Context: an optimization exercise on an open-source flow, tuned for small area, a short achievable clock period and few clock cycles. The choices shown serve that exercise and are no tape-out recipe. RTL that was checked went through simulation tests only; none was proved equivalent to the original. The RTL of runs 2 to 6 was laid out without a check of its function. Power is estimated from default activity; no workload was simulated.

<file path="design.v">
module gf_decomp_mul (
    input  wire        clk,
    input  wire        rst,
    input  wire        cmd_valid,
    output wire        cmd_ready,
    input  wire [7:0]  cmd_op,
    input  wire [1:0]  cmd_ksel,
    input  wire [63:0] cmd_a,
    input  wire [63:0] cmd_b,
    output wire        rsp_valid,
    input  wire        rsp_ready,
    output wire [3:0]  rsp_cc,
    output wire [63:0] rsp_result
);
    localparam OP_CFG   = 8'h04;
    localparam OP_NBM   = 8'h30;
    localparam OP_BLDRT = 8'h31;
    localparam OP_RTRD  = 8'h32;
    localparam OP_MSL8  = 8'h33;
    localparam OP_MODRB = 8'h34;
    localparam OP_MULD  = 8'h35;
    localparam CC_OK      = 3'd0;
    localparam CC_ILLEGAL = 3'd1;
    localparam CC_NOCFG   = 3'd2;
    localparam CC_WIDTH   = 3'd3;
    localparam CC_OPERAND = 3'd4;
    localparam CC_TABLE   = 3'd5;
    reg        cfg_valid;
    reg        k16;           
    reg [15:0] poly;
    reg        rt_valid;
    reg [15:0] t8;            
    reg        rsp_v;
    reg [2:0]  cc_q;
    reg [15:0] res_q;
    assign rsp_valid  = rsp_v;
    assign rsp_cc     = {1'b0, cc_q};
    assign rsp_result = {48'd0, res_q};
    assign cmd_ready  = !rsp_v || rsp_ready;
    wire fire = cmd_valid && cmd_ready;
    wire is_cfg   = (cmd_op == OP_CFG);
    wire is_nbm   = (cmd_op == OP_NBM);
    wire is_bldrt = (cmd_op == OP_BLDRT);
    wire is_rtrd  = (cmd_op == OP_RTRD);
    wire is_msl8  = (cmd_op == OP_MSL8);
    wire is_modrb = (cmd_op == OP_MODRB);
    wire is_muld  = (cmd_op == OP_MULD);
    wire is_field = is_bldrt | is_rtrd | is_msl8 | is_modrb | is_muld;
    wire a_hi32 = |cmd_a[63:32];
    wire a_hi16 = a_hi32 | (|cmd_a[31:16]);
    wire a_hi8  = a_hi16 | (|cmd_a[15:8]);
    wire a_hi4  = a_hi8  | (|cmd_a[7:4]);
    wire b_hi16 = |cmd_b[63:16];
    wire b_hi4  = b_hi16 | (|cmd_b[15:4]);
    reg cfg_bad;
    always @(*) begin
        case (cmd_ksel)
            2'd0: cfg_bad = a_hi4;
            2'd1: cfg_bad = a_hi8;
            2'd2: cfg_bad = a_hi16;
            default: cfg_bad = a_hi32;
        endcase
    end
    wire field_bad = (is_rtrd & a_hi8) | (is_msl8 & a_hi16) |
                     (is_modrb & a_hi32) | (is_muld & (a_hi16 | b_hi16));
    reg [2:0] cc;
    always @(*) begin
        if (is_cfg)
            cc = cfg_bad ? CC_OPERAND : CC_OK;
        else if (is_nbm)
            cc = (a_hi8 | b_hi4) ? CC_OPERAND : CC_OK;
        else if (is_field) begin
            if (!cfg_valid)
                cc = CC_NOCFG;
            else if (!k16)
                cc = CC_WIDTH;
            else if (field_bad)
                cc = CC_OPERAND;
            else if (!is_bldrt && !rt_valid)
                cc = CC_TABLE;
            else
                cc = CC_OK;
        end else
            cc = CC_ILLEGAL;
    end
    wire ok = (cc == CC_OK);
    wire [15:0] A = cmd_a[15:0];
    wire [15:0] B = cmd_b[15:0] & {16{is_muld | is_nbm}};
    reg [30:0] prod;
    integer i;
    always @(*) begin
        prod = 31'd0;
        for (i = 0; i < 16; i = i + 1)
            if (B[i]) prod = prod ^ ({15'd0, A} << i);
    end
    wire [31:0] X = {1'b0, prod}
                  ^ ({32{is_modrb}} & cmd_a[31:0])
                  ^ ({32{is_msl8}}  & {8'd0, cmd_a[15:0], 8'd0})
                  ^ ({32{is_rtrd}}  & {cmd_a[15:0], 16'd0});
    function [15:0] mulx;
        input [15:0] v;
        input [15:0] p;
        begin
            mulx = {v[14:0], 1'b0} ^ (p & {16{v[15]}});
        end
    endfunction
    reg [15:0] T [0:15];
    integer j;
    always @(*) begin
        T[0] = poly;
        for (j = 1; j < 8; j = j + 1)
            T[j] = mulx(T[j-1], poly);
        T[8] = t8;
        for (j = 9; j < 16; j = j + 1)
            T[j] = mulx(T[j-1], poly);
    end
    reg [15:0] red;
    always @(*) begin
        red = X[15:0];
        for (j = 0; j < 16; j = j + 1)
            if (X[16+j]) red = red ^ T[j];
    end
    always @(posedge clk) begin
        t8 <= mulx(T[7], poly);
    end
    always @(posedge clk) begin
        if (rst) begin
            rsp_v     <= 1'b0;
            cfg_valid <= 1'b0;
            k16       <= 1'b0;
            poly      <= 16'd0;
            rt_valid  <= 1'b0;
        end else begin
            if (rsp_v && rsp_ready)
                rsp_v <= 1'b0;
            if (fire) begin
                rsp_v <= 1'b1;
                if (ok && is_cfg) begin
                    cfg_valid <= 1'b1;
                    k16       <= (cmd_ksel == 2'd2);
                    poly      <= cmd_a[15:0];
                    rt_valid  <= 1'b0;
                end
                if (ok && is_bldrt)
                    rt_valid <= 1'b1;
            end
        end
    end
    always @(posedge clk) begin
        if (fire) begin
            cc_q  <= cc;
            res_q <= ok ? red : 16'd0;
        end
    end
endmodule
</file>
<file path="run.sh">
#!/bin/bash
# synth_recipe.tcl (not shown) runs the flow's synth.tcl, then flattens the netlist and writes it again
# the make line also repeats each setting of config.mk as NAME=value (left out here)
make -C /OpenROAD-flow-scripts/flow DESIGN_CONFIG=/design/flow/config.mk WORK_HOME=/design/flow/orfs CLKGATE_MAP_FILE= SYNTH_SCRIPT=/design/flow/synth_recipe.tcl finish
</file>
<file path="config.mk">
export PLATFORM = sky130hd
export DESIGN_NAME = gf_decomp_mul
export DESIGN_NICKNAME = gf_decomp_mul
export VERILOG_FILES = /design/flow/design.v
export SDC_FILE = /design/flow/constraint.sdc
export NUM_CORES = 4
export LEC_CHECK = 0
export CAP_MARGIN = 20
export CORE_MARGIN = 2
export CORE_UTILIZATION = 35
export PLACE_DENSITY = 0.55
export SLEW_MARGIN = 20
export SYNTH_MEMORY_MAX_BITS = 65536
</file>
<file path="constraint.sdc">
create_clock -name core_clock -period 8.0 [get_ports {clk}]
set_input_delay 1.6000 -clock core_clock [delete_from_list [all_inputs] [get_ports {clk}]]
set_output_delay 1.6000 -clock core_clock [all_outputs]
set_load 0.01 [all_outputs]
</file>
==> results of run 1 <==
## cell families (layout without fill, tap and decap cells)
family,after synthesis,count (layout)
and+or+nand+nor,983,983
xor gates and xnor gates,593,593
AOI/OAI and AO/OA,298,298
buffers and inverters,256,264
DFF,55,55
muxes,39,39
adders and majority gates,3,3
other,1,50
## final cells by class
cell class                 count  area, um2  area share
multi-input combinational   1965      13500       0.751
timing repair buffer         239       2210       0.123
sequential                    55       1290      0.0720
tap                          592        741      0.0413
clock buffer                   5        125     0.00697
inverter                      17       66.3     0.00369
clock inverter                 3       28.8     0.00160
antenna                        1       2.50    0.000139
## Yosys cell counts (38+ instances only)
master                       n
sky130_fd_sc_hd__nand2_1   506
sky130_fd_sc_hd__xor2_1    132
sky130_fd_sc_hd__nor4_1     42
sky130_fd_sc_hd__nor2_1    201
sky130_fd_sc_hd__xnor3_1    72
sky130_fd_sc_hd__nand3_1    56
sky130_fd_sc_hd__buf_2      38
sky130_fd_sc_hd__a21oi_1    74
sky130_fd_sc_hd__buf_4      54
sky130_fd_sc_hd__o21ai_0    48
sky130_fd_sc_hd__xnor2_1   372
sky130_fd_sc_hd__clkbuf_1  119
## state kept, by name, indices dropped and copies added (netlist names)
name,cells
cfg_valid,1
cc_q,3
t8,16
res_q,16
rsp_v,1
rt_valid,1
k16,1
poly,16
## metal layers
metal / vias up / share of wire / global-route usage
li1: 7459 / - / -
met1: 7833 / 0.41 / 0.388
met2: 924 / 0.45 / 0.470
met3: 158 / 0.090 / 0.0406
met4: 0 / 0.047 / 0.133
met5: - / 0 / 0
## stage by stage
stage               total power, mW  utilization  instance area, um2
floorplan                     0.627            -               16000
global placement              0.805        0.401               17800
detailed placement            0.808        0.401               17800
CTS                            1.08        0.405               17900
global route                   1.12        0.405               17900
finish                         1.09        0.405               17900
## worst max-delay path: stages
cell                              delay, ns
sky130_fd_sc_hd__clkdlybuf4s50_1       0.88
sky130_fd_sc_hd__nor2b_1               0.75
sky130_fd_sc_hd__nand3_1               0.47
sky130_fd_sc_hd__nor2_1                0.61
sky130_fd_sc_hd__o2bb2ai_1             0.18
sky130_fd_sc_hd__a211oi_1              0.15
sky130_fd_sc_hd__or2_2                 0.47
sky130_fd_sc_hd__nor2_1                0.16
sky130_fd_sc_hd__xnor2_1               0.16
sky130_fd_sc_hd__xnor2_1               0.14
sky130_fd_sc_hd__xnor3_1               0.40
sky130_fd_sc_hd__xnor3_1               0.38
sky130_fd_sc_hd__xnor3_1               0.28
sky130_fd_sc_hd__nor2_1                0.04
## power by group through the flow
stage	registers, mW	logic [mW]	clock network [mW]
after floorplan	0.304	0.323	0
after global placement	0.302	0.503	0
after detailed placement	0.302	0.506	0
after CTS	0.296	0.508	0.279
after global routing	0.296	0.542	0.285
final	0.295	0.514	0.276
## worst min path at each step
stage	from	end	slack, ns	cells past startpoint
after global placement	rt_valid$_SDFFE_PP0P_	rt_valid$_SDFFE_PP0P_	0.47	2
after floorplan	rt_valid$_SDFFE_PP0P_	rt_valid$_SDFFE_PP0P_	0.46	2
after detailed placement	rt_valid$_SDFFE_PP0P_	rt_valid$_SDFFE_PP0P_	0.48	2
after CTS	rt_valid$_SDFFE_PP0P_	rt_valid$_SDFFE_PP0P_	0.50	2
final	rt_valid$_SDFFE_PP0P_	rt_valid$_SDFFE_PP0P_	0.50	2
after global routing	rt_valid$_SDFFE_PP0P_	rt_valid$_SDFFE_PP0P_	0.53	2
==> run summary, run 1 <==
- Last element of the critical path: res_q[7]$_SDFFCE_PP0P_
- Outcome: no timing/DRC/antenna violations
- Number of rows in the core area: 77
- Worst setup slack after layout: 1.38 ns
- Inst Count DP: 2867
- Final sum of negative setup slack: 0 ns
- Parity-gate share of the synthesized area counting xor and xnor cells: 0.405
- Routed vias: 16400
- Part of the total power dissipated in sequential elements: 0.272
- Required time of the critical path: 8.07 ns
- Per-cell routed wire length: 24.4 um
- Antenna violations before repair: 1
- Reg-to-reg critical path endpoint: res_q[10]$_SDFFCE_PP0P_
- Min cycle time layout: 6.62 ns
- Internal power: 0.652 mW
- Hold-fix buffer count after cts: 0
- Fraction of final layout cells with drive strength greater than 1: 0.0604
- TritonCTS clock tree: done
- Drt first-iter violations: 1696
- Setup crit start: cmd_op[1]
- Critical path class: input pin to register
- Dominant cell type by area after synthesis: sky130_fd_sc_hd__xnor2_1
- Clock tree sinks: 55
- Async S/R FF share, synth: 0
- Number of distinct library cells after synthesis: 95
- Netlist area before placement: 15800 um2
- Wire length of the first global-routing pass: 103 mm
- Part of the Yosys area used for sequential elements: 0.0818
- Simple-gate share of the synthesized area: 0.275
- Endpoint type of the worst setup path: register
- Critical path fanouts, max: 14
- Multiplexer fraction of the synthesized cell area: 0.0254
- Number of slew-limit violations in the final report: 0
- Final clock period utilization by the worst path: 0.828
- Main combinational cell family by area after synthesis: XOR/XNOR gates
- Reg-to-reg setup timing slack: 1.64 ns
- FF+latch count, synth: 55
- Final estimated routing congestion in global placement: 0.966
- Count of flip-flops with a built-in enable after synthesis: 19
- Main area contributors after synthesis: sky130_fd_sc_hd__xnor2_1 (21%), sky130_fd_sc_hd__nand2_1 (12%), sky130_fd_sc_hd__xnor3_1 (10%)
- Final setup violation count: 0
- Most common library cell in the layout ignoring fill and taps: sky130_fd_sc_hd__nand2_1
- CTS resizes: 0
- Placement-stage worst setup slack: 1.14 ns
- Maximum level of the CTS H-tree: 2
- Tightest slew margin relative to the limit: 0.270
- Count of cells along the worst register-to-register path: 17
- P_sw: 0.434 mW
- # fillers: 4634
- Deepest clock path buffer count: 2
- Maximum operating frequency: 151 MHz
- Final hold vios: 0
- Clock-pin transition on the worst setup and hold timing paths: 0.10 ns
- Hold Crit Class: register to register
- Clock Skew: 0.0163 ns
- Synthesized netlist cell count: 2228
- Area share of the largest cell type after synthesis: 0.206
- Clock buffer count from CTS: 5
- Minimum hold slack: 0.502 ns
- Detailed Place HPWL: 51.8 mm
- Worst voltage drop across the vdd grid: 0.0761 mV
- IO buf count: 162
- Die extent in y: 216 um
- Combinational fraction of design power: 0.473
- Number of standard cells in the layout, taps in and fillers out: 2877
- Top library cells by usage in the layout, fill and taps aside: sky130_fd_sc_hd__nand2_1 (506), sky130_fd_sc_hd__xnor2_1 (371), sky130_fd_sc_hd__nor2_1 (201)
- Leakage power summed over all cells: 6.49 nW
- Endpoint arrival time on the critical path: 6.69 ns
- Area of the core region: 44300 um2
- Die Footprint: 46800 um2
- Per-cell via count in the routed design: 5.69
- Starting density of the core: 0.356
- Avg Cell Area, Syn: 7.08 um2
- Number of nets with antenna violations after detailed routing: 0
- Total routing resource utilization after global routing: 0.292
- Unrepaired setup endpoints after global routing: false
- Fraction of the mapped netlist area in compound gates: 0.131
- Overall routed net length: 70.1 mm
- Worst Tran Pin Value: 1.09 ns
- Area share of fa/ha/maj cells after synthesis: 0.00238
- Count of yosys warnings during synthesis: 2
- Dominant register cell in the synthesized netlist: sky130_fd_sc_hd__dfxtp_1
- Largest net degree at the start of global routing: 56
- Startpoint type of the worst setup path: input pin
- FF-to-FF Start: poly[14]$_SDFFE_PP0P_
- Clock tree root driver cell: sky130_fd_sc_hd__clkbuf_16
- Number of global-route vias before repair: 15900
- Clock group share of total power: 0.254
- Number of maximum-capacitance violations: 0
- P per Cell Area: 60.5 nW/um2
- Post-CTS Setup Inserts: 0
- I/O pins: 212
- Layout Nets: 2428
- Clock latency at the later pin of the worst-skew pair: 0.34 ns
- GRT Residual Overflow: 0
- Switching power share of the total: 0.399
- Die extent in x: 216 um
- Count of TritonRoute iterations in the first routing pass: 7
- Area added between synthesis and finish: 13.7%
- # DRC: 0
Testbench counts, summed over its fixed seeds: cycles 2,408.
==> inputs of run 2 (changes only) <==
--- a/design.v
+++ b/design.v
@@ -30,12 +30,12 @@
     reg [15:0] poly;
     reg        rt_valid;
-    reg [15:0] t8;            
+    reg [15:0] t5;            
+    reg [15:0] t10;           
     reg        rsp_v;
     reg [2:0]  cc_q;
-    reg [15:0] res_q;
-    assign rsp_valid  = rsp_v;
-    assign rsp_cc     = {1'b0, cc_q};
-    assign rsp_result = {48'd0, res_q};
-    assign cmd_ready  = !rsp_v || rsp_ready;
+    reg [31:0] x_q;
+    assign rsp_valid = rsp_v;
+    assign rsp_cc    = {1'b0, cc_q};
+    assign cmd_ready = !rsp_v || rsp_ready;
     wire fire = cmd_valid && cmd_ready;
     wire is_cfg   = (cmd_op == OP_CFG);
@@ -86,5 +86,5 @@
     wire ok = (cc == CC_OK);
     wire [15:0] A = cmd_a[15:0];
-    wire [15:0] B = cmd_b[15:0] & {16{is_muld | is_nbm}};
+    wire [15:0] B = cmd_b[15:0];
     reg [30:0] prod;
     integer i;
@@ -94,8 +94,12 @@
             if (B[i]) prod = prod ^ ({15'd0, A} << i);
     end
-    wire [31:0] X = {1'b0, prod}
-                  ^ ({32{is_modrb}} & cmd_a[31:0])
-                  ^ ({32{is_msl8}}  & {8'd0, cmd_a[15:0], 8'd0})
-                  ^ ({32{is_rtrd}}  & {cmd_a[15:0], 16'd0});
+    wire sel_mul   = ok & (is_muld | is_nbm);
+    wire sel_modrb = ok & is_modrb;
+    wire sel_msl8  = ok & is_msl8;
+    wire sel_rtrd  = ok & is_rtrd;
+    wire [31:0] X = ({32{sel_mul}}   & {1'b0, prod})
+                  | ({32{sel_modrb}} & cmd_a[31:0])
+                  | ({32{sel_msl8}}  & {8'd0, cmd_a[15:0], 8'd0})
+                  | ({32{sel_rtrd}}  & {cmd_a[15:0], 16'd0});
     function [15:0] mulx;
         input [15:0] v;
@@ -109,18 +113,23 @@
     always @(*) begin
         T[0] = poly;
-        for (j = 1; j < 8; j = j + 1)
+        for (j = 1; j < 5; j = j + 1)
             T[j] = mulx(T[j-1], poly);
-        T[8] = t8;
-        for (j = 9; j < 16; j = j + 1)
+        T[5] = t5;
+        for (j = 6; j < 10; j = j + 1)
+            T[j] = mulx(T[j-1], poly);
+        T[10] = t10;
+        for (j = 11; j < 16; j = j + 1)
             T[j] = mulx(T[j-1], poly);
     end
     reg [15:0] red;
     always @(*) begin
-        red = X[15:0];
+        red = x_q[15:0];
         for (j = 0; j < 16; j = j + 1)
-            if (X[16+j]) red = red ^ T[j];
+            if (x_q[16+j]) red = red ^ T[j];
     end
+    assign rsp_result = {48'd0, red};
     always @(posedge clk) begin
-        t8 <= mulx(T[7], poly);
+        t5  <= mulx(T[4], poly);
+        t10 <= mulx(T[9], poly);
     end
     always @(posedge clk) begin
@@ -148,7 +157,7 @@
     end
     always @(posedge clk) begin
-        if (fire) begin
-            cc_q  <= cc;
-            res_q <= ok ? red : 16'd0;
+        if (cmd_ready) begin
+            cc_q <= cc;
+            x_q  <= X;
         end
     end
--- a/config.mk
+++ b/config.mk
@@ -10,4 +10,5 @@
 export CORE_UTILIZATION = 35
 export PLACE_DENSITY = 0.55
+export SETUP_SLACK_MARGIN = 4
 export SLEW_MARGIN = 20
 export SYNTH_MEMORY_MAX_BITS = 65536
==> run 2 against run 1 <==
  * Still clean on timing, DRC and antenna
  * Sequential power rose by 66%
  * Clock skew is 0.0070 ns higher
  * Routed wire length is 15% lower
  * Synthesized area shrank 6.3%
  * Final cell count is 1.5% lower
  * Worst setup slack gained 1.4 ns
  * Global-route usage shrank 3.5 points
  * Flip-flop and latch count increased by 32
  * Non-clock buffer count grew 108
  * Clock-buffer cell count up 4
  * First-iteration DRC count fell by 5.5%
  * Synthesized cell count is 5.7% lower
  * Critical path type is now register to output port
  * Critical endpoint is now rsp_result[2]
  * Highest routed layer unchanged
==> run summary, run 2 <==
- Antenna violations before repair: 0
- Most common library cell in the layout ignoring fill and taps: sky130_fd_sc_hd__nand2_1
- Number of distinct library cells after synthesis: 76
- Dominant register cell in the synthesized netlist: sky130_fd_sc_hd__dfxtp_1
- Area share of the largest cell type after synthesis: 0.314
- Critical path class: register to output port
- Overall routed net length: 59.3 mm
- Number of nets with antenna violations after detailed routing: 0
- GRT Residual Overflow: 0
- Hold Crit Class: register to register
- Clock Skew: 0.0233 ns
- Detailed Place HPWL: 37.1 mm
- Worst voltage drop across the vdd grid: 0.127 mV
- Deepest clock path buffer count: 2
- Final clock period utilization by the worst path: 0.658
- Fraction of final layout cells with drive strength greater than 1: 0.229
- Final estimated routing congestion in global placement: 0.890
- Most frequent cells after synthesis: sky130_fd_sc_hd__nand2_1 (678), sky130_fd_sc_hd__xnor2_1 (530), sky130_fd_sc_hd__clkbuf_1 (119)
- Leakage power summed over all cells: 7.92 nW
- Total routing resource utilization after global routing: 0.257
- Clock buffer count from CTS: 9
- Required time of the critical path: 6.40 ns
- # fillers: 4024
- FF+latch count, synth: 87
- Layout Nets: 2436
- Area occupied by registers: 2130 um2
- Area added between synthesis and finish: 36.9%
- Tightest slew margin relative to the limit: 0.260
- Clock tree root driver cell: sky130_fd_sc_hd__clkbuf_16
- Avg Cell Area, Syn: 7.04 um2
- Count of TritonRoute iterations in the first routing pass: 7
- Final sum of negative setup slack: 0 ns
- Count of flip-flops with a built-in enable after synthesis: 35
- Number of standard cells in the layout, taps in and fillers out: 2835
- Per-cell via count in the routed design: 5.32
- Wire length of the first global-routing pass: 87.5 mm
- Count of yosys warnings during synthesis: 2
- Per-cell routed wire length: 20.9 um
- Netlist area before placement: 14800 um2
- Die extent in y: 210 um
- Unrepaired setup endpoints after global routing: true
- Clock-pin transition on the worst setup and hold timing paths: 0.09 ns
- Main area contributors after synthesis: sky130_fd_sc_hd__xnor2_1 (31%), sky130_fd_sc_hd__nand2_1 (17%), sky130_fd_sc_hd__edfxtp_1 (7.1%)
- I/O pins: 212
- Leading cell type by number of instances after synthesis: sky130_fd_sc_hd__nand2_1
- Endpoint type of the worst setup path: output port
- Drt first-iter violations: 1603
- Die extent in x: 210 um
- Area of the core region: 41900 um2
- Routed vias: 15100
- Die Footprint: 43900 um2
- Maximum level of the CTS H-tree: 3
- Synthesized netlist cell count: 2100
- Number of rows in the core area: 75
- Placed inst area: 16500 um2
- Number of slew-limit violations in the final report: 0
- TritonCTS clock tree: done
- Clock latency at the later pin of the worst-skew pair: 0.37 ns
- # DRC: 0
- Min cycle time layout: 5.26 ns
- Final hold vios: 0
- Biggest register: x_q
- Async S/R FF share, synth: 0
- P per Cell Area: 71.3 nW/um2
- Largest net degree at the start of global routing: 36
- Antenna fix cells: 0
- Minimum hold slack: 0.504 ns
- Critical path fanouts, max: 5
- IO buf count: 162
- Outcome: no timing/DRC/antenna violations
- Flip-flop count of the largest register after layout: 32
- Clock tree sinks: 87
- Final setup violation count: 0
- Endpoint arrival time on the critical path: 3.66 ns
- Number of global-route vias before repair: 14100
- Overall power of the completed layout: 1.44 mW
- Multi-input gate area: 13700 um2
- Part of the Yosys area used for sequential elements: 0.142
- Number of maximum-capacitance violations: 0
- Worst Tran Pin Value: 1.11 ns
- Maximum operating frequency: 190 MHz
- Dominant cell type by area after synthesis: sky130_fd_sc_hd__xnor2_1
- Startpoint type of the worst setup path: register
- Starting density of the core: 0.353
- Post-route design area: 20200 um2
- Inst Count DP: 2644
- Top library cells by usage in the layout, fill and taps aside: sky130_fd_sc_hd__nand2_1 (645), sky130_fd_sc_hd__xnor2_1 (408), sky130_fd_sc_hd__buf_4 (132)
run 2: cell types whose count changed in the layout (fill, tap and decap cells not counted), moves of 38 or more:
cell                              delta
sky130_fd_sc_hd__nand3_1            -41
sky130_fd_sc_hd__nand2_1           +139
sky130_fd_sc_hd__clkdlybuf4s50_1    -51
sky130_fd_sc_hd__xor2_1             -38
sky130_fd_sc_hd__xnor3_1            -54
sky130_fd_sc_hd__xnor2_2           +102
sky130_fd_sc_hd__nor2_1            -140
sky130_fd_sc_hd__buf_4              +56
run 2: logic make-up after synthesis:
kind of cell	share of synthesized area
compound gates	0.0850
xor+xnor	0.415
fa+ha+maj	0.00254
buf+inv	0.0779
flops	0.142
mux	0.0226
other cells	0.000254
simple gates	0.255
run 2: metal layers:
| metal | track usage | wire length [um] | up-vias |
|---|---|---|---|
| met5 | 0 | 0 | - |
| met4 | 0.0917 | 2250 | 0 |
| met3 | 0.0260 | 4910 | 176 |
| met2 | 0.421 | 27500 | 801 |
| met1 | 0.353 | 24600 | 7150 |
| li1 | - | - | 6958 |
run 2: what timing repair did:
item,CTS,global route
resized for setup,295,183
cloned,10,3
hold buffers,0,0
setup buffers,116,46
setup endpoints to repair,89,66
pin swaps,130,129
run 2: power breakdown:
part	switching [mW]	internal [mW]	total, mW
sequential	0.0263	0.464	0.491
clock	0.226	0.221	0.447
combinational	0.263	0.241	0.504
total	0.516	0.926	1.44
run 2: final timing paths:
| check | from | depth (start not counted) | slack (ns) | to |
|---|---|---|---|---|
| setup reg to reg | poly[15]$_SDFFE_PP0P_ | 15 | 4.62 | t10[11]$_DFF_P_ |
| setup / recovery | poly[15]$_SDFFE_PP0P_ | 17 | 2.74 | rsp_result[2] |
| hold reg to reg | poly[12]$_SDFFE_PP0P_ | 2 | 0.50 | poly[12]$_SDFFE_PP0P_ |
| hold / removal | poly[12]$_SDFFE_PP0P_ | 2 | 0.50 | poly[12]$_SDFFE_PP0P_ |
run 2: cell type report:
class | count | share of cell area
Sequential cell | 87 | 0.105
Timing Repair Buffer | 347 | 0.165
Clock inverter | 7 | 0.00352
Tap cell | 539 | 0.0333
Clock buffer | 9 | 0.0111
Multi-Input combinational cell | 1836 | 0.679
Inverter | 10 | 0.00266
run 2: worst max-delay path, cell delays in order, from the launching register on:
cell and delay, ns:
sky130_fd_sc_hd__dfxtp_4 0.42, sky130_fd_sc_hd__buf_6 0.12, sky130_fd_sc_hd__clkinvlp_4 0.13, sky130_fd_sc_hd__ha_4 0.22
sky130_fd_sc_hd__xor2_4 0.19, sky130_fd_sc_hd__buf_4 0.16, sky130_fd_sc_hd__nand3_2 0.07, sky130_fd_sc_hd__buf_4 0.15
sky130_fd_sc_hd__and2_4 0.18, sky130_fd_sc_hd__buf_6 0.11, sky130_fd_sc_hd__nand2_4 0.06, sky130_fd_sc_hd__xnor2_4 0.19
sky130_fd_sc_hd__nand2_1 0.07, sky130_fd_sc_hd__xnor3_1 0.45, sky130_fd_sc_hd__xnor2_2 0.16, sky130_fd_sc_hd__xnor2_1 0.20
sky130_fd_sc_hd__xnor3_1 0.24, sky130_fd_sc_hd__buf_2 0.15
run 2: stage by stage:
| step | worst slack, ns | util |
|---|---|---|
| 2_1_floorplan | 3.56 | - |
| 3_3_place_gp | 1.86 | 0.394 |
| 3_5_place_dp | 1.76 | 0.394 |
| 4_1_cts | 2.75 | 0.450 |
| 5_1_grt | 2.64 | 0.483 |
| 6_report | 2.74 | 0.483 |
==> inputs of run 3 (changes only) <==
--- a/config.mk
+++ b/config.mk
@@ -10,5 +10,4 @@
 export CORE_UTILIZATION = 35
 export PLACE_DENSITY = 0.55
-export SETUP_SLACK_MARGIN = 4
 export SLEW_MARGIN = 20
 export SYNTH_MEMORY_MAX_BITS = 65536
==> run 3 against run 2 <==
  * Final cell count down 6.1%
  * Worst setup slack lost 1.7 ns
  * Power up 2.6%
  * Synthesized area did not move
  * Routed wire length is 14% lower
  * Clock-buffer cell count increased by 1
  * First-iteration DRC count down 24%
  * Worst hold slack about the same
  * Clock skew increased by 0.0028 ns
  * Core utilization shrank 8.5 points
  * Critical path depth fell by 5
  * Still clean on timing, DRC and antenna
==> run summary, run 3 <==
- Outcome: no timing/DRC/antenna violations
- Maximum level of the CTS H-tree: 3
- Drt first-iter violations: 1212
- Endpoint type of the worst setup path: output port
- CTS resizes: 0
- Post-CTS Setup Inserts: 0
- Final setup violation count: 0
- I/O pins: 212
- Worst voltage drop across the vdd grid: 0.0934 mV
- Area added between synthesis and finish: 12.8%
- Top library cells by usage in the layout, fill and taps aside: sky130_fd_sc_hd__nand2_1 (678), sky130_fd_sc_hd__xnor2_1 (529), sky130_fd_sc_hd__clkdlybuf4s50_1 (162)
- Wire length of the first global-routing pass: 79.4 mm
- IO buf count: 162
- Overall routed net length: 51.0 mm
- Flip-flop count of the largest register after layout: 32
- FF+latch count, synth: 87
- Die Footprint: 43900 um2
- Biggest register: x_q
- Number of slew-limit violations in the final report: 0
- Worst Tran Pin Value: 1.05 ns
- Hold-fix buffer count after cts: 0
- Total routing resource utilization after global routing: 0.230
- Hold Crit Class: register to register
- Critical path class: register to output port
- Clock Skew: 0.0261 ns
- TritonCTS clock tree: done
- Deepest clock path buffer count: 2
- Minimum hold slack: 0.504 ns
- Count of flip-flops with a built-in enable after synthesis: 35
- Layout Nets: 2264
- Count of yosys warnings during synthesis: 2
- Per-cell via count in the routed design: 5.15
- Netlist area before placement: 14800 um2
- Critical path fanouts, max: 16
- Antenna fix cells: 0
- Most common library cell in the layout ignoring fill and taps: sky130_fd_sc_hd__nand2_1
- P per Cell Area: 88.7 nW/um2
- Final hold vios: 0
- Final estimated routing congestion in global placement: 0.888
- Leakage power summed over all cells: 5.33 nW
- Fraction of final layout cells with drive strength greater than 1: 0.0353
- Min cycle time layout: 6.99 ns
- Detailed Place HPWL: 36.9 mm
- Area share of the largest cell type after synthesis: 0.314
- GRT Residual Overflow: 0
- Number of rows in the core area: 75
- Largest net degree at the start of global routing: 40
- Required time of the critical path: 6.40 ns
- Clock tree root driver cell: sky130_fd_sc_hd__clkbuf_16
- Clock tree sinks: 87
- Most frequent cells after synthesis: sky130_fd_sc_hd__nand2_1 (678), sky130_fd_sc_hd__xnor2_1 (530), sky130_fd_sc_hd__clkbuf_1 (119)
- Die extent in y: 210 um
- Number of maximum-capacitance violations: 0
- Number of distinct library cells after synthesis: 76
- Leading cell type by number of instances after synthesis: sky130_fd_sc_hd__nand2_1
- Clock latency at the later pin of the worst-skew pair: 0.37 ns
- Dominant cell type by area after synthesis: sky130_fd_sc_hd__xnor2_1
- Routed vias: 13700
- Endpoint arrival time on the critical path: 5.39 ns
- Per-cell routed wire length: 19.2 um
- Part of the Yosys area used for sequential elements: 0.142
- Unrepaired setup endpoints after global routing: false
- Final sum of negative setup slack: 0 ns
- Multi-input gate area: 11800 um2
- # fillers: 4415
- Async S/R FF share, synth: 0
- Tightest slew margin relative to the limit: 0.299
- Dominant register cell in the synthesized netlist: sky130_fd_sc_hd__dfxtp_1
- Startpoint type of the worst setup path: register
- Count of TritonRoute iterations in the first routing pass: 7
- Area occupied by registers: 2090 um2
- Clock buffer count from CTS: 9
- Die extent in x: 210 um
- Number of global-route vias before repair: 13100
- Starting density of the core: 0.353
- Main area contributors after synthesis: sky130_fd_sc_hd__xnor2_1 (31%), sky130_fd_sc_hd__nand2_1 (17%), sky130_fd_sc_hd__edfxtp_1 (7.1%)
- Avg Cell Area, Syn: 7.04 um2
- Antenna violations before repair: 2
- Final clock period utilization by the worst path: 0.873
- Clock-pin transition on the worst setup and hold timing paths: 0.07 ns
- Area of the core region: 41900 um2
- Number of nets with antenna violations after detailed routing: 0
- Maximum operating frequency: 143 MHz
- Synthesized netlist cell count: 2100
- # DRC: 0
==> run 3: critical path, stage by stage, from the launching register on <==
cell and delay, ns:
sky130_fd_sc_hd__dfxtp_1 0.70, sky130_fd_sc_hd__inv_2 0.21, sky130_fd_sc_hd__ha_1 0.32, sky130_fd_sc_hd__xor3_1 0.76
sky130_fd_sc_hd__nand2_1 0.14, sky130_fd_sc_hd__xor2_1 0.66, sky130_fd_sc_hd__mux2_2 0.41, sky130_fd_sc_hd__a22o_1 0.18
sky130_fd_sc_hd__a32oi_1 0.31, sky130_fd_sc_hd__xnor3_1 0.40, sky130_fd_sc_hd__xnor2_1 0.23, sky130_fd_sc_hd__xnor2_1 0.15
sky130_fd_sc_hd__clkdlybuf4s50_1 0.55
==> run 3: where the power goes <==
part	total [mW]	switching (mW)	leakage [nW]	internal, mW
combinational	0.494	0.251	4.36	0.243
sequential	0.494	0.0261	0.821	0.467
clock	0.492	0.215	0.153	0.277
total	1.48	0.491	5.33	0.988
==> run 3: path summary, 6_finish.rpt <==
path                         start              endpoint  slack [ns]  cells after the start
max          poly[14]$_SDFFE_PP0P_        rsp_result[15]        1.01                     12
min           poly[2]$_SDFFE_PP0P_  poly[2]$_SDFFE_PP0P_        0.50                      2
max reg2reg  poly[15]$_SDFFE_PP0P_       t10[10]$_DFF_P_        3.62                     10
min reg2reg   poly[2]$_SDFFE_PP0P_  poly[2]$_SDFFE_PP0P_        0.50                      2
==> run 3: per-layer routing <==
layer,GRT usage,vias up,part of all wire
met4,0.0492,0,0.014
met2,0.366,503,0.45
met5,0,-,0
li1,-,6602,-
met3,0.0206,45,0.060
met1,0.338,6569,0.48
==> run 3: layout make-up <==
| class | instances | area share |
|---|---|---|
| flip-flops and latches | 87 | 0.126 |
| clock buffers | 10 | 0.0137 |
| clock inverters | 6 | 0.00548 |
| repair buffers | 185 | 0.108 |
| well taps | 539 | 0.0404 |
| inverters | 10 | 0.00225 |
| multi-input cells | 1826 | 0.705 |
==> run 3: logic make-up after synthesis <==
family	Yosys count	synth area share
simple gates	898	0.255
xor+xnor	663	0.415
buf+inv	235	0.0779
compound gates	181	0.0850
flops	87	0.142
mux	32	0.0226
fa+ha+maj	3	0.00254
other cells	1	0.000254
==> run 3: per-stage QoR <==
| stage | utilization | setup slack, ns | cell area (um2) | power (mW) | cells |
|---|---|---|---|---|---|
| after floorplan | - | 3.17 | 15000 | 0.843 | 2148 |
| after global placement | 0.390 | 1.65 | 16300 | 0.986 | 2646 |
| after detailed placement | 0.390 | 1.55 | 16300 | 0.992 | 2647 |
| after CTS | 0.398 | 1.16 | 16700 | 1.48 | 2663 |
| after global routing | 0.398 | 0.679 | 16700 | 1.54 | 2663 |
| final | 0.398 | 1.01 | 16700 | 1.48 | 2663 |
==> inputs of run 4 (changes only) <==
--- a/design.v
+++ b/design.v
@@ -30,12 +30,17 @@
     reg [15:0] poly;
     reg        rt_valid;
-    reg [15:0] t5;            
-    reg [15:0] t10;           
-    reg        rsp_v;
+    localparam TS = 3;                  
+    localparam NTR = 14 / TS;           
+    localparam [2:0] TWAIT = (NTR > 1) ? NTR - 1 : 0;
+    reg [15:0] tr [1:NTR];              
+    reg [2:0]  twait;                   
+    reg        pend;                    
+    reg        pend_bldrt;              
     reg [2:0]  cc_q;
     reg [31:0] x_q;
+    wire rsp_v = pend && !(pend_bldrt && twait != 3'd0);
     assign rsp_valid = rsp_v;
     assign rsp_cc    = {1'b0, cc_q};
-    assign cmd_ready = !rsp_v || rsp_ready;
+    assign cmd_ready = !pend || (rsp_v && rsp_ready);
     wire fire = cmd_valid && cmd_ready;
     wire is_cfg   = (cmd_op == OP_CFG);
@@ -113,12 +118,9 @@
     always @(*) begin
         T[0] = poly;
-        for (j = 1; j < 5; j = j + 1)
-            T[j] = mulx(T[j-1], poly);
-        T[5] = t5;
-        for (j = 6; j < 10; j = j + 1)
-            T[j] = mulx(T[j-1], poly);
-        T[10] = t10;
-        for (j = 11; j < 16; j = j + 1)
-            T[j] = mulx(T[j-1], poly);
+        for (j = 1; j < 16; j = j + 1)
+            if (j % TS == 0 && j / TS <= NTR)
+                T[j] = tr[j / TS];
+            else
+                T[j] = mulx(T[j-1], poly);
     end
     reg [15:0] red;
@@ -129,20 +131,26 @@
     end
     assign rsp_result = {48'd0, red};
+    integer m;
     always @(posedge clk) begin
-        t5  <= mulx(T[4], poly);
-        t10 <= mulx(T[9], poly);
+        for (m = 1; m <= NTR; m = m + 1)
+            tr[m] <= mulx(T[TS*m - 1], poly);
     end
     always @(posedge clk) begin
         if (rst) begin
-            rsp_v     <= 1'b0;
-            cfg_valid <= 1'b0;
-            k16       <= 1'b0;
-            poly      <= 16'd0;
-            rt_valid  <= 1'b0;
+            pend       <= 1'b0;
+            pend_bldrt <= 1'b0;
+            twait      <= 3'd0;
+            cfg_valid  <= 1'b0;
+            k16        <= 1'b0;
+            poly       <= 16'd0;
+            rt_valid   <= 1'b0;
         end else begin
+            if (twait != 3'd0)
+                twait <= twait - 3'd1;
             if (rsp_v && rsp_ready)
-                rsp_v <= 1'b0;
+                pend <= 1'b0;
             if (fire) begin
-                rsp_v <= 1'b1;
+                pend       <= 1'b1;
+                pend_bldrt <= is_bldrt;
                 if (ok && is_cfg) begin
                     cfg_valid <= 1'b1;
@@ -150,4 +158,5 @@
                     poly      <= cmd_a[15:0];
                     rt_valid  <= 1'b0;
+                    twait     <= TWAIT;
                 end
                 if (ok && is_bldrt)
--- a/config.mk
+++ b/config.mk
@@ -10,4 +10,5 @@
 export CORE_UTILIZATION = 35
 export PLACE_DENSITY = 0.55
+export SETUP_SLACK_MARGIN = 4
 export SLEW_MARGIN = 20
 export SYNTH_MEMORY_MAX_BITS = 65536
==> run 4 against run 3 <==
  * Sequential power increased by 34%
  * Synthesized area increased by 10%
  * Largest cell class unchanged
  * Critical path type unchanged
  * Largest power group is now clock
  * Final cell count increased by 16%
==> run summary, run 4 <==
- Worst hold path cell count: 2
- FF-to-FF Start: twait[0]$_SDFF_PP0_
- Number of distinct library cells after synthesis: 68
- Final estimated routing congestion in global placement: 0.915
- Number of global-route vias before repair: 15900
- TritonCTS clock tree: done
- Number of slew-limit violations in the final report: 0
- Worst setup slack after layout: 3.21 ns
- Count of flip-flops with a built-in enable after synthesis: 35
- Setup crit start: tr[4][14]$_DFF_P_
- I/O pins: 212
- Clock group share of total power: 0.400
- Critical path class: register to output port
- Flip-flop count of the largest register after layout: 64
- Per-cell routed wire length: 22.1 um
- Internal power: 1.40 mW
- IO buf count: 162
- Async S/R FF share, synth: 0
- GRT Residual Overflow: 0
- Most frequent cells after synthesis: sky130_fd_sc_hd__nand2_1 (637), sky130_fd_sc_hd__xnor2_1 (482), sky130_fd_sc_hd__clkbuf_1 (144)
- Netlist area before placement: 16300 um2
- Clock tree sinks: 123
- Wire length of the first global-routing pass: 98.7 mm
- Worst voltage drop across the vdd grid: 0.142 mV
- Layout Nets: 2606
- Clock tree root driver cell: sky130_fd_sc_hd__clkbuf_16
- Avg Cell Area, Syn: 7.31 um2
- Area added between synthesis and finish: 35.8%
- Fraction of final layout cells with drive strength greater than 1: 0.216
- Multi-input gate area: 13900 um2
- Minimum hold slack: 0.469 ns
- Leakage power summed over all cells: 8.22 nW
- Detailed Place HPWL: 40.0 mm
- Worst Tran Pin Value: 1.08 ns
- Main area contributors after synthesis: sky130_fd_sc_hd__xnor2_1 (26%), sky130_fd_sc_hd__nand2_1 (15%), sky130_fd_sc_hd__dfxtp_1 (11%)
- Reg-to-reg critical path endpoint: poly[3]$_SDFFE_PP0P_
- Hold wc startpoint: pend_bldrt$_SDFFE_PP0P_
- Min cycle time layout: 4.79 ns
- Critical path fanouts, max: 11
- Dominant register cell in the synthesized netlist: sky130_fd_sc_hd__dfxtp_1
- # DRC: 0
- Clock-pin transition on the worst setup and hold timing paths: 0.07 ns
- Outcome: no timing/DRC/antenna violations
- Drt first-iter violations: 2188
- Starting density of the core: 0.353
- Largest net degree at the start of global routing: 35
- Startpoint type of the worst setup path: register
- Required time of the critical path: 6.40 ns
- Leading cell type by number of instances after synthesis: sky130_fd_sc_hd__nand2_1
- Area share of the largest cell type after synthesis: 0.259
- # fillers: 4342
- P per Cell Area: 94.1 nW/um2
- Final sum of negative setup slack: 0 ns
- Deepest clock path buffer count: 2
- Reg-to-reg setup timing slack: 5.60 ns
- Placement-stage worst setup slack: 2.41 ns
- P_sw: 0.689 mW
- Destination of the worst hold path: pend_bldrt$_SDFFE_PP0P_
- Combinational fraction of design power: 0.282
- Count of cells along the worst register-to-register path: 11
- Part of the Yosys area used for sequential elements: 0.172
- Per-cell via count in the routed design: 5.50
- Top library cells by usage in the layout, fill and taps aside: sky130_fd_sc_hd__nand2_1 (630), sky130_fd_sc_hd__xnor2_1 (413), sky130_fd_sc_hd__buf_4 (174)
- Most common library cell in the layout ignoring fill and taps: sky130_fd_sc_hd__nand2_1
- Hold Crit Class: register to register
- Switching power share of the total: 0.330
- Final clock period utilization by the worst path: 0.599
- Final setup violation count: 0
- Synthesized netlist cell count: 2232
- Routed vias: 16900
- Tightest slew margin relative to the limit: 0.283
- Area of the core region: 46300 um2
- Count of TritonRoute iterations in the first routing pass: 7
- Inst Count DP: 2858
- Clock latency at the later pin of the worst-skew pair: 0.46 ns
- Clock buffer count from CTS: 17
- Clock Skew: 0.0285 ns
- Maximum level of the CTS H-tree: 4
- Final hold vios: 0
- Area occupied by registers: 2880 um2
- Endpoint arrival time on the critical path: 3.19 ns
- Part of the total power dissipated in sequential elements: 0.318
- Number of maximum-capacitance violations: 0
- Antenna violations before repair: 1
- Endpoint type of the worst setup path: output port
- Number of standard cells in the layout, taps in and fillers out: 3080
- Count of yosys warnings during synthesis: 3
- Number of rows in the core area: 79
- Die extent in y: 220 um
- Dominant cell type by area after synthesis: sky130_fd_sc_hd__xnor2_1
- FF+latch count, synth: 123
- Total routing resource utilization after global routing: 0.270
- Overall routed net length: 68.2 mm
- Biggest register: tr
- Unrepaired setup endpoints after global routing: true
- Maximum operating frequency: 209 MHz
- Die Footprint: 48400 um2
- Registers with the highest flip-flop counts: tr x64, x_q x32, poly x16
- Die extent in x: 220 um
- Number of nets with antenna violations after detailed routing: 0
run 4: cell count changes in the layout (fill, tap and decap cells not counted), moves of 19 or more:
| cell | previous run | this run |
|---|---|---|
| sky130_fd_sc_hd__a21oi_2 | 1 | 23 |
| sky130_fd_sc_hd__buf_12 | 0 | 20 |
| sky130_fd_sc_hd__dfxtp_1 | 51 | 70 |
| sky130_fd_sc_hd__xnor2_2 | 3 | 68 |
| sky130_fd_sc_hd__nand2_1 | 678 | 630 |
| sky130_fd_sc_hd__xnor2_1 | 529 | 413 |
| sky130_fd_sc_hd__o21ai_1 | 0 | 20 |
| sky130_fd_sc_hd__buf_6 | 1 | 27 |
| sky130_fd_sc_hd__nand3_1 | 20 | 48 |
| sky130_fd_sc_hd__o21ai_0 | 28 | 52 |
| sky130_fd_sc_hd__buf_4 | 22 | 174 |
| sky130_fd_sc_hd__clkdlybuf4s50_1 | 162 | 126 |
run 4: worst max path at each step:
| stage | end |
|---|---|
| after floorplan | rsp_result[12] |
| after global placement | rsp_result[3] |
| after detailed placement | rsp_result[15] |
| after CTS | rsp_result[14] |
| after global routing | rsp_result[11] |
| final | rsp_result[11] |
run 4: metrics by stage:
step	instance area, um2	power [mW]	util
6_report	22200	2.09	0.479
5_1_grt	22200	2.16	0.479
4_1_cts	21000	2.07	0.454
3_5_place_dp	18200	1.24	0.392
3_3_place_gp	18100	1.23	0.392
2_1_floorplan	16500	1.08	-
run 4: logic make-up (layout without fill, tap and decap cells):
group           after synthesis  count (layout)  synth area share
simple gates                908             910             0.242
xor+xnor                    639             639             0.375
compound gates              262             266             0.110
buf+inv                     256             442            0.0739
flops                       123             123             0.172
mux                          38              38            0.0233
fa+ha+maj                     5               5           0.00383
other cells                   1              50          0.000230
run 4: final cells by class:
cell class / count / share of cell area
multi-input cells: 1907 / 0.629
repair buffers: 396 / 0.177
flip-flops and latches: 123 / 0.130
well taps: 607 / 0.0343
clock buffers: 17 / 0.0192
clock inverters: 15 / 0.00796
inverters: 14 / 0.00237
diodes: 1 / 0.000113
run 4: repair_timing:
item,4_1_cts,5_1_grt
pin swaps,114,98
endpoints found under the setup margin,68,64
cloned,15,1
setup buffers,119,54
hold buffers,0,0
resized for setup,281,149
endpoints found under the hold margin,0,0
run 4: layer usage:
metal / wire [um] / global-route usage
met1: 26300 / 0.351
met2: 30600 / 0.436
met3: 6840 / 0.0351
met4: 4420 / 0.138
met5: 0 / 0
run 4: critical path, stage by stage (launching register included):
cell	delay, ns
sky130_fd_sc_hd__dfxtp_4	0.46
sky130_fd_sc_hd__xor2_2	0.34
sky130_fd_sc_hd__o211ai_1	0.28
sky130_fd_sc_hd__buf_4	0.24
sky130_fd_sc_hd__buf_12	0.14
sky130_fd_sc_hd__nand3_1	0.10
sky130_fd_sc_hd__xnor2_1	0.14
sky130_fd_sc_hd__nand2_1	0.10
sky130_fd_sc_hd__xnor3_1	0.30
sky130_fd_sc_hd__xnor3_1	0.38
sky130_fd_sc_hd__clkdlybuf4s15_2	0.23
run 4: power groups by stage:
stage / registers [mW] / logic, mW / clock network (mW)
after floorplan: 0.674 / 0.401 / 0
after global placement: 0.688 / 0.545 / 0
after detailed placement: 0.689 / 0.553 / 0
after CTS: 0.662 / 0.576 / 0.834
after global routing: 0.664 / 0.633 / 0.859
final: 0.663 / 0.588 / 0.835
==> inputs of run 5 (changes only) <==
--- a/design.v
+++ b/design.v
@@ -30,5 +30,5 @@
     reg [15:0] poly;
     reg        rt_valid;
-    localparam TS = 3;                  
+    localparam TS = 2;                  
     localparam NTR = 14 / TS;           
     localparam [2:0] TWAIT = (NTR > 1) ? NTR - 1 : 0;
==> run 5 against run 4 <==
  * Register-to-register slack better by 0.04 ns
  * Die area decreased by 3.2%
  * Global-route usage is 2.8 points lower
  * Combinational power is 5.4% higher
  * Critical path type unchanged
  * Highest routed layer unchanged
==> run summary, run 5 <==
- Area of the core region: 44300 um2
- Largest net degree at the start of global routing: 29
- Switching power share of the total: 0.315
- P_sw: 0.755 mW
- Total routing resource utilization after global routing: 0.242
- # fillers: 4229
- Worst path max stage delay: 0.40 ns
- Number of maximum-capacitance violations: 0
- Number of global-route vias before repair: 14200
- Combinational fraction of design power: 0.259
- TritonCTS clock tree: done
- Count of flip-flops with a built-in enable after synthesis: 35
- Count of cells along the worst register-to-register path: 12
- GRT Residual Overflow: 0
- Clock tree sinks: 171
- Worst Tran Pin Value: 1.03 ns
- Final sum of negative setup slack: 0 ns
- Worst voltage drop across the vdd grid: 0.102 mV
- Number of slew-limit violations in the final report: 0
- Flip-flop count of the largest register after layout: 112
- Clock tree root driver cell: sky130_fd_sc_hd__clkbuf_16
- Hold Crit Class: register to register
- Leading cell type by number of instances after synthesis: sky130_fd_sc_hd__nand2_1
- Netlist area before placement: 15800 um2
- Wire length of the first global-routing pass: 87.2 mm
- Leakage power summed over all cells: 7.23 nW
- Layer with the highest usage after global routing: met2
- Required time of the critical path: 6.40 ns
- Outcome: no timing/DRC/antenna violations
- Clock latency at the later pin of the worst-skew pair: 0.45 ns
- FF+latch count, synth: 171
- Drt first-iter violations: 1421
- Startpoint type of the worst setup path: register
- Critical path class: register to output port
- Tightest slew margin relative to the limit: 0.314
- Maximum level of the CTS H-tree: 4
- Maximum operating frequency: 244 MHz
- Per-cell routed wire length: 20.5 um
- Per-cell via count in the routed design: 5.12
- Dominant register cell in the synthesized netlist: sky130_fd_sc_hd__dfxtp_1
- Final setup violation count: 0
- Final estimated routing congestion in global placement: 0.893
- Final hold vios: 0
- Ordered list of cells on the worst path: buf_12, buf_12, nand2_1, xnor2_1, clkbuf_8, nand2_1, xnor2_1, xnor2_1, xnor2_2, buf_2
- Clock group share of total power: 0.366
- Endpoint arrival time on the critical path: 2.50 ns
- Fraction of met3 tracks used by global routing: 0.0312
- Met1 GRT Util: 0.325
- Delay-heaviest family, CP: XOR/XNOR gates
- Fraction of final layout cells with drive strength greater than 1: 0.159
- Clock Skew: 0.0152 ns
- Main area contributors after synthesis: sky130_fd_sc_hd__xnor2_1 (32%), sky130_fd_sc_hd__dfxtp_1 (17%), sky130_fd_sc_hd__nand2_1 (17%)
- Die extent in y: 216 um
- Deepest clock path buffer count: 2
- Clock buffer count from CTS: 17
- Number of distinct library cells after synthesis: 49
- Detailed Place HPWL: 35.8 mm
- Biggest register: tr
- Part of the Yosys area used for sequential elements: 0.239
- Worst hold path cell count: 2
- Min cycle time layout: 4.10 ns
- I/O pins: 212
- Die extent in x: 216 um
- Avg Cell Area, Syn: 7.42 um2
- Number of rows in the core area: 77
- Count of TritonRoute iterations in the first routing pass: 7
- Endpoint type of the worst setup path: output port
- IO buf count: 162
- Unrepaired setup endpoints after global routing: true
- # DRC: 0
- P per Cell Area: 116 nW/um2
- Starting density of the core: 0.356
- Count of yosys warnings during synthesis: 3
- Area added between synthesis and finish: 30.3%
- Synthesized netlist cell count: 2125
- Final clock period utilization by the worst path: 0.513
- Hold-fix buffer count after cts: 0
- Most frequent cells after synthesis: sky130_fd_sc_hd__nand2_1 (722), sky130_fd_sc_hd__xnor2_1 (576), sky130_fd_sc_hd__dfxtp_1 (136)
- Cell with the largest stage delay on the worst path: sky130_fd_sc_hd__dfxtp_4
- Antenna fix cells: 0
- Most common library cell in the layout ignoring fill and taps: sky130_fd_sc_hd__nand2_1
- Registers with the highest flip-flop counts: tr x112, x_q x32, poly x16
- Antenna violations before repair: 0
- Routed vias: 14800
- Area share of the largest cell type after synthesis: 0.320
- Async S/R FF share, synth: 0
- Critical path fanouts, max: 16
- Number of nets with antenna violations after detailed routing: 0
- Overall power of the completed layout: 2.40 mW
- Top library cells by usage in the layout, fill and taps aside: sky130_fd_sc_hd__nand2_1 (688), sky130_fd_sc_hd__xnor2_1 (516), sky130_fd_sc_hd__clkdlybuf4s50_1 (129)
- Clock-pin transition on the worst setup and hold timing paths: 0.08 ns
- Cell depth of the worst setup path: 10
- Cell seen most often among critical-path stages: sky130_fd_sc_hd__xnor2_1
- Internal power: 1.64 mW
- Overall routed net length: 59.1 mm
- Dominant cell type by area after synthesis: sky130_fd_sc_hd__xnor2_1
- Met2 usage: 0.398
- Worst path buffer plus inverter count: 4
- Part of the total power dissipated in sequential elements: 0.375
- Layout Nets: 2430
- Die Footprint: 46800 um2
## run 5: worst register-to-register path: cells and delay by family, from the launching register on
family	cells	cell delay (ns)
buffers and inverters	3	0.55
AOI/OAI and AO/OA	1	0.14
adders and majority gates	2	0.39
muxes	1	0.32
and+or+nand+nor	5	0.51
DFF	1	0.33
## run 5: layout make-up
class / count / area (um2) / share of cell area
timing repair buffer: 306 / 3220 / 0.157
clock inverter: 11 / 121 / 0.00590
clock buffer: 21 / 475 / 0.0231
inverter: 21 / 85.1 / 0.00414
multi-input combinational: 1765 / 12100 / 0.587
sequential: 171 / 3860 / 0.188
tap: 592 / 741 / 0.0360
## run 5: routing by layer
layer,part of all wire,vias up
li1,-,6841
met1,0.42,7125
met2,0.47,672
met3,0.072,155
met4,0.038,0
met5,0,-
## run 5: path summary, 6_finish.rpt
kind | startpoint | endpoint | slack, ns
setup / recovery | poly[15]$_SDFFE_PP0P_ | rsp_result[15] | 3.90
hold / removal | twait[1]$_SDFF_PP0_ | twait[1]$_SDFF_PP0_ | 0.51
setup reg to reg | twait[0]$_SDFF_PP0_ | poly[14]$_SDFFE_PP0P_ | 5.64
hold reg to reg | twait[1]$_SDFF_PP0_ | twait[1]$_SDFF_PP0_ | 0.51
## run 5: cell families after synthesis
family                     Yosys count  synth area share
and+or+nand+nor                    872             0.223
xor gates and xnor gates           699             0.388
buffers and inverters              239            0.0690
DFF                                171             0.239
AOI/OAI and AO/OA                   89            0.0442
muxes                               48            0.0313
adders and majority gates            6           0.00476
other                                1          0.000238
## run 5: power groups by stage
stage | registers, mW | logic (mW) | clock network (mW)
floorplan | 0.916 | 0.383 | 0
global placement | 0.951 | 0.534 | 0
detailed placement | 0.952 | 0.536 | 0
CTS | 0.899 | 0.604 | 0.878
global route | 0.900 | 0.660 | 0.911
finish | 0.899 | 0.620 | 0.876
## run 5: what timing repair did
item                                    CTS  global route
endpoints found under the hold margin     0             0
setup buffers                            91            17
cloned                                    5             3
pin swaps                                79           100
endpoints found under the setup margin   67            61
gates resized for setup                 220           113
## run 5: stage by stage
step | hold WS, ns | instance area (um2) | setup WS (ns) | utilization | std cells
after floorplan | 0.453 | 16000 | 3.92 | - | 2173
after global placement | 0.476 | 17500 | 2.60 | 0.396 | 2739
after detailed placement | 0.490 | 17500 | 2.54 | 0.396 | 2739
after CTS | 0.501 | 19800 | 3.88 | 0.446 | 2867
after global routing | 0.527 | 20600 | 3.83 | 0.464 | 2887
final | 0.511 | 20600 | 3.90 | 0.464 | 2887
==> inputs of run 6 (changes only) <==
--- a/design.v
+++ b/design.v
@@ -39,4 +39,5 @@
     reg [2:0]  cc_q;
     reg [31:0] x_q;
+    reg        ok_q;
     wire rsp_v = pend && !(pend_bldrt && twait != 3'd0);
     assign rsp_valid = rsp_v;
@@ -99,8 +100,8 @@
             if (B[i]) prod = prod ^ ({15'd0, A} << i);
     end
-    wire sel_mul   = ok & (is_muld | is_nbm);
-    wire sel_modrb = ok & is_modrb;
-    wire sel_msl8  = ok & is_msl8;
-    wire sel_rtrd  = ok & is_rtrd;
+    wire sel_mul   = is_muld | is_nbm;
+    wire sel_modrb = is_modrb;
+    wire sel_msl8  = is_msl8;
+    wire sel_rtrd  = is_rtrd;
     wire [31:0] X = ({32{sel_mul}}   & {1'b0, prod})
                   | ({32{sel_modrb}} & cmd_a[31:0])
@@ -124,9 +125,10 @@
                 T[j] = mulx(T[j-1], poly);
     end
+    wire [31:0] xg = x_q & {32{ok_q}};
     reg [15:0] red;
     always @(*) begin
-        red = x_q[15:0];
+        red = xg[15:0];
         for (j = 0; j < 16; j = j + 1)
-            if (x_q[16+j]) red = red ^ T[j];
+            if (xg[16+j]) red = red ^ T[j];
     end
     assign rsp_result = {48'd0, red};
@@ -169,4 +171,5 @@
             cc_q <= cc;
             x_q  <= X;
+            ok_q <= ok;
         end
     end
==> run 6 against run 5 <==
  * Combinational power down 14%
  * Final cell count up 0.42%
  * Critical path depth increased by 2
  * Sequential power rose by 0.6%
  * Worst hold slack lost 0.055 ns
  * Via count fell by 1.6%
  * Clock-buffer cell count fell by 4
  * Flip-flop and latch count up 1
  * Global-route usage down 0.78 points
  * Die area grew 1.4%
  * Clock power fell by 7.5%
  * Highest routed layer unchanged
==> run summary, run 6 <==
- Final sum of negative setup slack: 0 ns
- Per-cell via count in the routed design: 5.02
- FF+latch count, synth: 172
- Hold-fix buffer count after cts: 0
- Largest net degree at the start of global routing: 33
- Setup crit start: ok_q$_DFFE_PN_
- Die extent in x: 218 um
- Min cycle time layout: 4.32 ns
- Overall power of the completed layout: 2.25 mW
- Most frequent cells after synthesis: sky130_fd_sc_hd__nand2_1 (754), sky130_fd_sc_hd__xnor2_1 (535), sky130_fd_sc_hd__dfxtp_1 (136)
- Most common library cell in the layout ignoring fill and taps: sky130_fd_sc_hd__nand2_1
- FF-to-FF Start: twait[0]$_SDFF_PP0_
- Required time of the critical path: 6.40 ns
- I/O pins: 212
- GRT Residual Overflow: 0
- Count of TritonRoute iterations in the first routing pass: 5
- Antenna fix cells: 0
- Number of rows in the core area: 78
- # DRC: 0
- Final estimated routing congestion in global placement: 0.843
- Die Footprint: 47500 um2
- Count of cells along the worst register-to-register path: 10
- Maximum operating frequency: 231 MHz
- Endpoint arrival time on the critical path: 2.72 ns
- Clock tree sinks: 172
- Number of nets with antenna violations after detailed routing: 0
- Dominant cell type by area after synthesis: sky130_fd_sc_hd__xnor2_1
- Deepest clock path buffer count: 2
- Per-cell routed wire length: 19.4 um
- # fillers: 4526
- Detailed Place HPWL: 36.5 mm
- Main area contributors after synthesis: sky130_fd_sc_hd__xnor2_1 (29%), sky130_fd_sc_hd__nand2_1 (18%), sky130_fd_sc_hd__dfxtp_1 (17%)
- Clock buffer count from CTS: 17
- Final clock period utilization by the worst path: 0.540
- Area added between synthesis and finish: 24.7%
- Reg-to-reg critical path endpoint: rt_valid$_SDFFE_PP0P_
- Number of maximum-capacitance violations: 0
- Critical path class: register to output port
- Number of global-route vias before repair: 14000
- Leakage power summed over all cells: 6.91 nW
- Flip-flop count of the largest register after layout: 112
- Worst hold path cell count: 2
- Antenna violations before repair: 0
- Biggest register: tr
- Count of yosys warnings during synthesis: 3
- IO buf count: 162
- Layout Nets: 2434
- Unrepaired setup endpoints after global routing: true
- Area of the core region: 45300 um2
- Number of slew-limit violations in the final report: 0
- Top library cells by usage in the layout, fill and taps aside: sky130_fd_sc_hd__nand2_1 (728), sky130_fd_sc_hd__xnor2_1 (505), sky130_fd_sc_hd__clkdlybuf4s50_1 (144)
- Clock-pin transition on the worst setup and hold timing paths: 0.07 ns
- Worst voltage drop across the vdd grid: 0.136 mV
- Startpoint type of the worst setup path: register
- Async S/R FF share, synth: 0
- Netlist area before placement: 16000 um2
- Leading cell type by number of instances after synthesis: sky130_fd_sc_hd__nand2_1
- Avg Cell Area, Syn: 7.40 um2
- Registers with the highest flip-flop counts: tr x112, x_q x32, poly x16
- Total routing resource utilization after global routing: 0.234
- Starting density of the core: 0.353
- P per Cell Area: 113 nW/um2
- Maximum level of the CTS H-tree: 4
- TritonCTS clock tree: done
- Final setup violation count: 0
- Routed vias: 14600
- Final Util: 0.441
- Destination of the worst hold path: pend_bldrt$_SDFFE_PP0P_
- Final hold vios: 0
- Synthesized netlist cell count: 2163
- Reg-to-reg setup timing slack: 5.81 ns
- Endpoint type of the worst setup path: output port
- Area share of the largest cell type after synthesis: 0.293
- Die extent in y: 218 um
- Fraction of final layout cells with drive strength greater than 1: 0.127
- Hold wc startpoint: pend_bldrt$_SDFFE_PP0P_
- Outcome: no timing/DRC/antenna violations
- Clock tree root driver cell: sky130_fd_sc_hd__clkbuf_16
- Hold Crit Class: register to register
- Tightest slew margin relative to the limit: 0.331
- Part of the Yosys area used for sequential elements: 0.238
- Worst Tran Pin Value: 1.00 ns
- Number of distinct library cells after synthesis: 55
- Count of flip-flops with a built-in enable after synthesis: 36
- Drt first-iter violations: 1409
- Overall routed net length: 56.4 mm
- Wire length of the first global-routing pass: 85.7 mm
- Critical path fanouts, max: 5
- Dominant register cell in the synthesized netlist: sky130_fd_sc_hd__dfxtp_1
- Clock Skew: 0.0112 ns
- Clock latency at the later pin of the worst-skew pair: 0.44 ns
run 6: area by class of cell:
| type | instances | area (um2) | area share |
|---|---|---|---|
| multi-input cells | 1808 | 11900 | 0.594 |
| well taps | 600 | 751 | 0.0376 |
| clock inverters | 15 | 129 | 0.00646 |
| clock buffers | 17 | 425 | 0.0213 |
| flip-flops and latches | 172 | 3860 | 0.193 |
| repair buffers | 272 | 2890 | 0.145 |
| inverters | 15 | 60.1 | 0.00301 |
run 6: logic make-up after synthesis:
logic type,count (synthesis),share of synthesized area
mux,22,0.0143
flops,172,0.238
compound gates,144,0.0597
other cells,1,0.000234
simple gates,908,0.232
fa+ha+maj,6,0.00469
buf+inv,235,0.0702
xor+xnor,675,0.381
run 6: how the worst max path moves through the flow:
stage	endpoint	depth (start not counted)
floorplan	rsp_result[15]	10
detailed placement	rsp_result[15]	10
global route	rsp_result[9]	12
finish	rsp_result[9]	12
global placement	rsp_result[15]	10
CTS	rsp_result[11]	11
run 6: where the power goes:
| group | switching (mW) | leakage (nW) | internal, mW | total, mW |
|---|---|---|---|---|
| Clock | 0.400 | 0.277 | 0.411 | 0.810 |
| Combinational | 0.276 | 5.11 | 0.256 | 0.532 |
| Sequential | 0.0122 | 1.52 | 0.892 | 0.904 |
| Total | 0.688 | 6.91 | 1.56 | 2.25 |
run 6: per-stage QoR:
| step | cells | instance area [um2] | setup slack [ns] | hold slack [ns] |
|---|---|---|---|---|
| global route | 2899 | 20000 | 3.54 | 0.478 |
| floorplan | 2211 | 16200 | 4.14 | 0.432 |
| detailed placement | 2787 | 17800 | 2.70 | 0.447 |
| finish | 2899 | 20000 | 3.68 | 0.455 |
| global placement | 2787 | 17800 | 2.71 | 0.446 |
| CTS | 2888 | 19600 | 3.71 | 0.458 |
run 6: per-layer routing:
metal / track usage / part of all wire / up-vias
li1: - / - / 6915
met1: 0.317 / 0.43 / 6908
met3: 0.0312 / 0.071 / 112
met4: 0.0746 / 0.032 / 0
met2: 0.385 / 0.46 / 628
met5: 0 / 0 / -
run 6: critical path, stage by stage (launching register included):
cell	delay, ns
sky130_fd_sc_hd__edfxtp_1	0.39
sky130_fd_sc_hd__buf_6	0.15
sky130_fd_sc_hd__buf_8	0.11
sky130_fd_sc_hd__and2_4	0.19
sky130_fd_sc_hd__buf_6	0.15
sky130_fd_sc_hd__buf_4	0.12
sky130_fd_sc_hd__nand2_2	0.06
sky130_fd_sc_hd__xnor2_2	0.20
sky130_fd_sc_hd__xnor2_2	0.14
sky130_fd_sc_hd__xnor2_1	0.15
sky130_fd_sc_hd__xnor3_1	0.27
sky130_fd_sc_hd__xnor2_1	0.18
sky130_fd_sc_hd__buf_2	0.15
run 6: repair_timing:
| item | CTS | global route |
|---|---|---|
| gates resized for setup | 218 | 49 |
| endpoints found under the setup margin | 48 | 37 |
| pin swaps | 78 | 52 |
| buffers inserted | 61 | 9 |
| gates cloned | 8 | 2 |

-- afterwards: timing with drivers on the ports --
How much do the figures lean on ideal ports? The routed layouts below were timed once more, with nothing changed but the port constraints.
Step 1 sets driving cells, clkbuf_16 on the clock port and buf_2 on the other inputs (assumed; they add their load-dependent delay and slew).
Step 2, shift: input delay + t, output delay - t, t = (earliest + latest rising clock arrival at the registers) / 2. This alone moves slack from input paths to output paths.
a / b / c = no drivers / after step 1 / after step 2; a / b = the first two.
| run | t (ns) | setup WS [ns] | worst slew at a driven data input, ns |
|---|---|---|---|
| run 1 | 0.387 | 1.379 / 1.394 / 1.007 | 0.07 |
| run 2 | 0.407 | 2.737 / 2.687 / 3.095 | 0.07 |
| run 3 | 0.409 | 1.015 / 0.959 / 1.368 | 0.06 |
| run 4 | 0.494 | 3.211 / 3.163 / 3.590 | 0.05 |
| run 5 | 0.497 | 3.899 / 3.847 / 3.602 | 0.06 |
| run 6 | 0.491 | 3.676 / 3.622 / 3.744 | 0.06 |
After both steps every run listed still meets setup and hold. For run 1, which loses most, drivers alone change the setup slack by +0.015 ns; drivers and shift together by -0.372 ns.
